This is an optimization exercise on Yosys and OpenROAD, whose aim is small area, a short achievable clock period and few clock cycles per item, not a production implementation.
At most, simulation tests tie the RTL to the original design; equivalence was not proved.
Power figures rest on the tool's default switching activity, not on a simulated workload.

west:
==> flow/design.v (excerpt) <==
module crc_link (
  input  wire        clk,
  input  wire        rst,
  input  wire        cmd_valid,
  output wire        cmd_ready,
  input  wire [3:0]  cmd_code,
  input  wire [15:0] cmd_a,
  input  wire [7:0]  cmd_b,
  output reg         resp_valid,
  output reg         resp_ok,
  output reg  [15:0] resp_data,
  output wire        rx_req,
  input  wire        rx_valid,
  input  wire [7:0]  rx_data,
  input  wire        rx_end,
  output wire        tx_valid,
  output wire [7:0]  tx_data,
  input  wire        tx_ready,
  input  wire        tx_fail
);
  localparam [3:0] C_CRCCLR   = 4'h1, C_CRCSTEP = 4'h2, C_FRAMECRC = 4'h3,
                   C_ENCODE   = 4'h4, C_DECODE  = 4'h5, C_RECEIVE  = 4'h6,
                   C_TRANSMIT = 4'h7, C_LDB     = 4'h9, C_STB      = 4'hA,
                   C_RDST     = 4'hB;
  function [15:0] m16;
    input [15:0] c;
    integer i;
    begin
      m16 = c;
      for (i = 0; i < 16; i = i + 1)
        m16 = {m16[14:0], 1'b0} ^ (m16[15] ? 16'h1021 : 16'h0000);
    end
  endfunction
  reg [511:0] bv;                  
  reg [15:0]  crc;                 
  reg [6:0]   n_q;                 
  reg [6:0]   pos;                 
  reg [9:0]   rem;                 
  reg         match_q;             
  reg [1:0]   err;                 
  reg         busy, done_f, fail_f, res_ok;
  ...
Settings: LEC_CHECK=0, CAP_MARGIN=20, CORE_MARGIN=2, CORE_UTILIZATION=60, CTS_BUF_LIST=sky130_fd_sc_hd__clkbuf_16, CTS_CLUSTER_DIAMETER=100, CTS_CLUSTER_SIZE=20, PLACE_DENSITY=0.7, SLEW_MARGIN=20, TNS_END_PERCENT=100; clock period 10.0 ns.
standard.sh (not shown) runs the stock make flow with config.mk's settings and CLKGATE_MAP_FILE= SYNTH_SCRIPT=/design/flow/synth_recipe.tcl, a recipe that flattens the netlist after the stock synthesis.
==> flow/flow/run.sh <==
#!/bin/bash
# Standard layout, asking the timing repair for more setup margin.
set -euo pipefail
bash standard.sh SETUP_SLACK_MARGIN=7 finish > make_finish.log 2>&1
west: PASS, flow complete, no timing, DRC or antenna violations
--- input diff west..north ---
==> flow/flow/run.sh <==
#!/bin/bash
# Standard layout, asking the timing repair for more setup margin.
set -euo pipefail
bash standard.sh SETUP_SLACK_MARGIN=7.2 finish > make_finish.log 2>&1
--- outcome ---
The lower met1 track demand over resource of west and north is in west.
In the route summary, north ends up with a via count exceeding that of west.
When north is set beside west, its sum of internal, switching and leakage power turns out to be 310 µW larger.
Going from west to north, switching part of the total grows by 0.75 points.
Changes observed in north relative to west: share of the synthesized area in compound gates (AO/OA/AOI/OAI) barely changed; clock latency on the worst-skew pair up 0.02 ns.
Re first-iteration DRC count: west was lower than north.
No run of this note included a check of the RTL's function; only the layout flow was run.

========
Setup of run 1:
Another version of the RTL of crc_link (not shown whole).
Size: ~2500 cells after synthesis, roughly 72 I/O pins.
clock: 10.0 ns
lec_check: 0
abc_clock_period_in_ps: 3000
cap_margin: 10
core_margin: 2
core_utilization: 60
place_density: 0.7
setup_slack_margin: 5
slew_margin: 10
tns_end_percent: 100
run.sh (not shown) runs the stock make flow with config.mk's settings and CLKGATE_MAP_FILE= SYNTH_SCRIPT=/design/flow/synth_recipe.tcl, a recipe that flattens the netlist after the stock synthesis.
Stock flow here: none of the scripts above is used.
Run 1: done, clean on timing, DRC and antenna
[inputs] run 2 vs run 1
--- a/flow/config.mk
+++ b/flow/config.mk
@@ -8 +7,0 @@
-export ABC_CLOCK_PERIOD_IN_PS = 3000
@@ -13 +11,0 @@
-export SETUP_SLACK_MARGIN = 5
@@ -15 +12,0 @@
-export TNS_END_PERCENT = 100
==> run summary <==
Run 2 ended with every stage complete and zero timing, DRC or antenna violations. Number of global-route vias before repair of run 1 is on par with run 2. Comparing run 2 and run 1, the higher fraction of cell area in non-clock buffers was measured on run 1. Relative to run 1, leakage power figure decreased by about 1.4% in run 2. On combinational group share of total power: run 2 sits below run 1. As of run 2, post-route cell area had fallen slightly compared to run 1. From run 1 to run 2 the numbers moved as follows: reg-to-reg setup timing slack went down 0.85 ns; final critical delay including setup and external delays went up 0.85 ns. Of run 2 and run 1, the run reporting the lower routed wire length was run 2. On core utilization, the higher figure sits with run 1, not run 2. Across both runs, count of non-filler cells in the finished layout was lower for run 2 than for run 1.
--- input diff run 2..run 3 ---
--- a/flow/config.mk
+++ b/flow/config.mk
@@ -8 +8 @@
-export CAP_MARGIN = 10
+export CAP_MARGIN = 40
@@ -10,3 +10,3 @@
-export CORE_UTILIZATION = 60
-export PLACE_DENSITY = 0.7
-export SLEW_MARGIN = 10
+export CORE_UTILIZATION = 30
+export PLACE_DENSITY = 0.5
+export SLEW_MARGIN = 40
### Flow results
Wire: run 3 routes more than run 2. No stage failed in run 3, and the final checks on the layout all came back clean. For the cell area, run 3 came in 4.3% higher than run 2 did. | fill cell instance count of the final layout | lower: run 2 |. Comparing run 2 and run 3, fraction of final layout cells with drive strength greater than 1 is higher on run 3.
Edits applied to the flow inputs when going from run 3 to run 4:
--- a/flow/config.mk
+++ b/flow/config.mk
@@ -8 +8,2 @@
-export CAP_MARGIN = 40
+export ABC_CLOCK_PERIOD_IN_PS = 1500
+export CAP_MARGIN = 10
@@ -10,3 +11,5 @@
-export CORE_UTILIZATION = 30
-export PLACE_DENSITY = 0.5
-export SLEW_MARGIN = 40
+export CORE_UTILIZATION = 60
+export PLACE_DENSITY = 0.7
+export SETUP_SLACK_MARGIN = 5
+export SLEW_MARGIN = 10
+export TNS_END_PERCENT = 100
Notes after the runs:
[run 4 vs run 3] combinational cell fraction of total power: higher in run 4
Overall routed net length of run 4 falls short of that of run 3 by a little under 10%.
Number of cells on the worst hold path, run 4 and run 3: larger value in run 4
Measured against each other, run 4 and run 3 differ in height of the die, the higher figure coming from run 3.
No functional check of the RTL was part of any run of this note.

========
== build 54 ==
Another version of the RTL of crc_link (not shown whole).
Size in the first run: ~0.032 mm2 of cells after synthesis.
==> flow/config.mk <==
export PLATFORM = sky130hd
export DESIGN_NAME = crc_link
export DESIGN_NICKNAME = crc_link
export VERILOG_FILES = /design/flow/design.v
export SDC_FILE = /design/flow/constraint.sdc
export NUM_CORES = 8
export LEC_CHECK = 0
export CAP_MARGIN = 20
export CORE_MARGIN = 2
export CORE_UTILIZATION = 60
export CTS_BUF_LIST = sky130_fd_sc_hd__clkbuf_16
export CTS_CLUSTER_DIAMETER = 100
export CTS_CLUSTER_SIZE = 20
export PLACE_DENSITY = 0.7
export SLEW_MARGIN = 20
export TNS_END_PERCENT = 100
==> flow/constraint.sdc <==
create_clock -name core_clock -period 10.0 [get_ports {clk}]
set_input_delay 2.0000 -clock core_clock [delete_from_list [all_inputs] [get_ports {clk}]]
set_output_delay 2.0000 -clock core_clock [all_outputs]
set_load 0.01 [all_outputs]
standard.sh (not shown) runs the stock make flow with config.mk's settings and CLKGATE_MAP_FILE= SYNTH_SCRIPT=/design/flow/synth_recipe.tcl, a recipe that flattens the netlist after the stock synthesis.
==> flow/flow/run.sh <==
#!/bin/bash
# Standard layout, asking the timing repair for more setup margin.
set -euo pipefail
bash standard.sh SETUP_SLACK_MARGIN=7 SKIP_LAST_GASP=1 finish > make_finish.log 2>&1
Testbench counts of build 54, summed over its fixed seeds: cycles 19,184, frames 256.
Input-level comparison between build 83 and build 54:
==> flow/flow/run.sh <==
#!/bin/bash
# Standard layout, asking the timing repair for more setup margin.
set -euo pipefail
bash standard.sh SETUP_SLACK_MARGIN=6.9 finish > make_finish.log 2>&1
Fraction of synthesized area in multiplexers: build 54 vs build 83 identical
Compared with build 54, build 83 shows final instance count without filler cells that has gone down slightly.
Compared with build 54, build 83 shows global placer's final weighted congestion that has gone down by a few percent.
Relative to build 54, number of DRC markers in iteration 0 has increased by about 1.8% in build 83.
On non-clock buffer count: between build 54 and build 83, it ends up lower for build 83.
Of build 54 and build 83, the higher sequential fraction of design power belongs to build 83.
Critical path depth delta for build 83 relative to build 54: 1 higher
Build 83 against build 54: met3 track demand over resource in global routing picked up an extra 1.1 points, share of layout cells above drive strength 1 went down 2.9 points.
The following lists how build 60 was set up differently from build 83:
Settings: CORE_UTILIZATION now 50, was 60.
==> flow/flow/run.sh <==
#!/bin/bash
# Standard layout, asking the timing repair for more setup margin.
set -euo pipefail
bash standard.sh SETUP_SLACK_MARGIN=7 finish > make_finish.log 2>&1
## What came out
Higher count of TritonRoute iterations in the first routing pass goes to build 83 over build 60.
In terms of critical path data required time, build 60 and build 83 differ only marginally.
Final instance area ended up 3.0% higher on build 60 than on build 83.
In the reports for build 83 and build 60, the smaller final cell count belongs to build 83.
> inputs changed (build 60 -> build 92)
Settings: a change of PLACE_DENSITY from 0.7 to 0.6; a change of CORE_UTILIZATION from 50 to 60.
==> comparison <==
- The flow did not stop early for build 92: all stages ran, and the layout cleared the timing, design-rule and antenna checks.
- Build 92 vs build 60 — count of instances resized after the clock tree is built dropped by more than 10%
- Number of detailed-route iterations in the first pass: build 92 vs build 60 identical
- Area: build 92 vs build 60 -> build 92 smaller

==> re-timing with driven ports <==
The results above use ideal ports. As a check the final layouts listed here were re-extracted and re-timed, cells and wires unchanged.
Step 1 assumes that a clkbuf_16 drives the clock port and a buf_2 every other input.
Step 2 times the ports against the registers' clock, not the clock port: input delays grow and output delays shrink by t, the midpoint of the rising clock arrivals with the driver on.
a / b / c = no drivers / after step 1 / after step 2; a / b = the first two.
run	shift t [ns]	slack for setup (ns)	worst register clock-pin slew, ns
west	0.657	6.776 / 6.741 / 6.141	0.10 / 0.10
north	0.692	6.763 / 6.714 / 6.093	0.10 / 0.10
run 1	0.691	5.034 / 5.034 / 4.457	0.08 / 0.08
run 2	0.694	4.183 / 4.183 / 4.183	0.08 / 0.08
run 3	0.706	4.402 / 4.402 / 4.313	0.07 / 0.07
run 4	0.691	5.034 / 5.034 / 4.457	0.08 / 0.08
build 54	0.659	6.874 / 6.814 / 6.328	0.10 / 0.10
build 83	0.663	6.801 / 6.738 / 6.230	0.10 / 0.10
build 60	0.669	6.826 / 6.763 / 6.299	0.10 / 0.10
build 92	0.655	6.907 / 6.855 / 6.259	0.10 / 0.10
After both steps setup and hold are still met in every run listed. For north, which loses most, drivers alone change the setup slack by -0.049 ns; drivers and shift together by -0.670 ns.
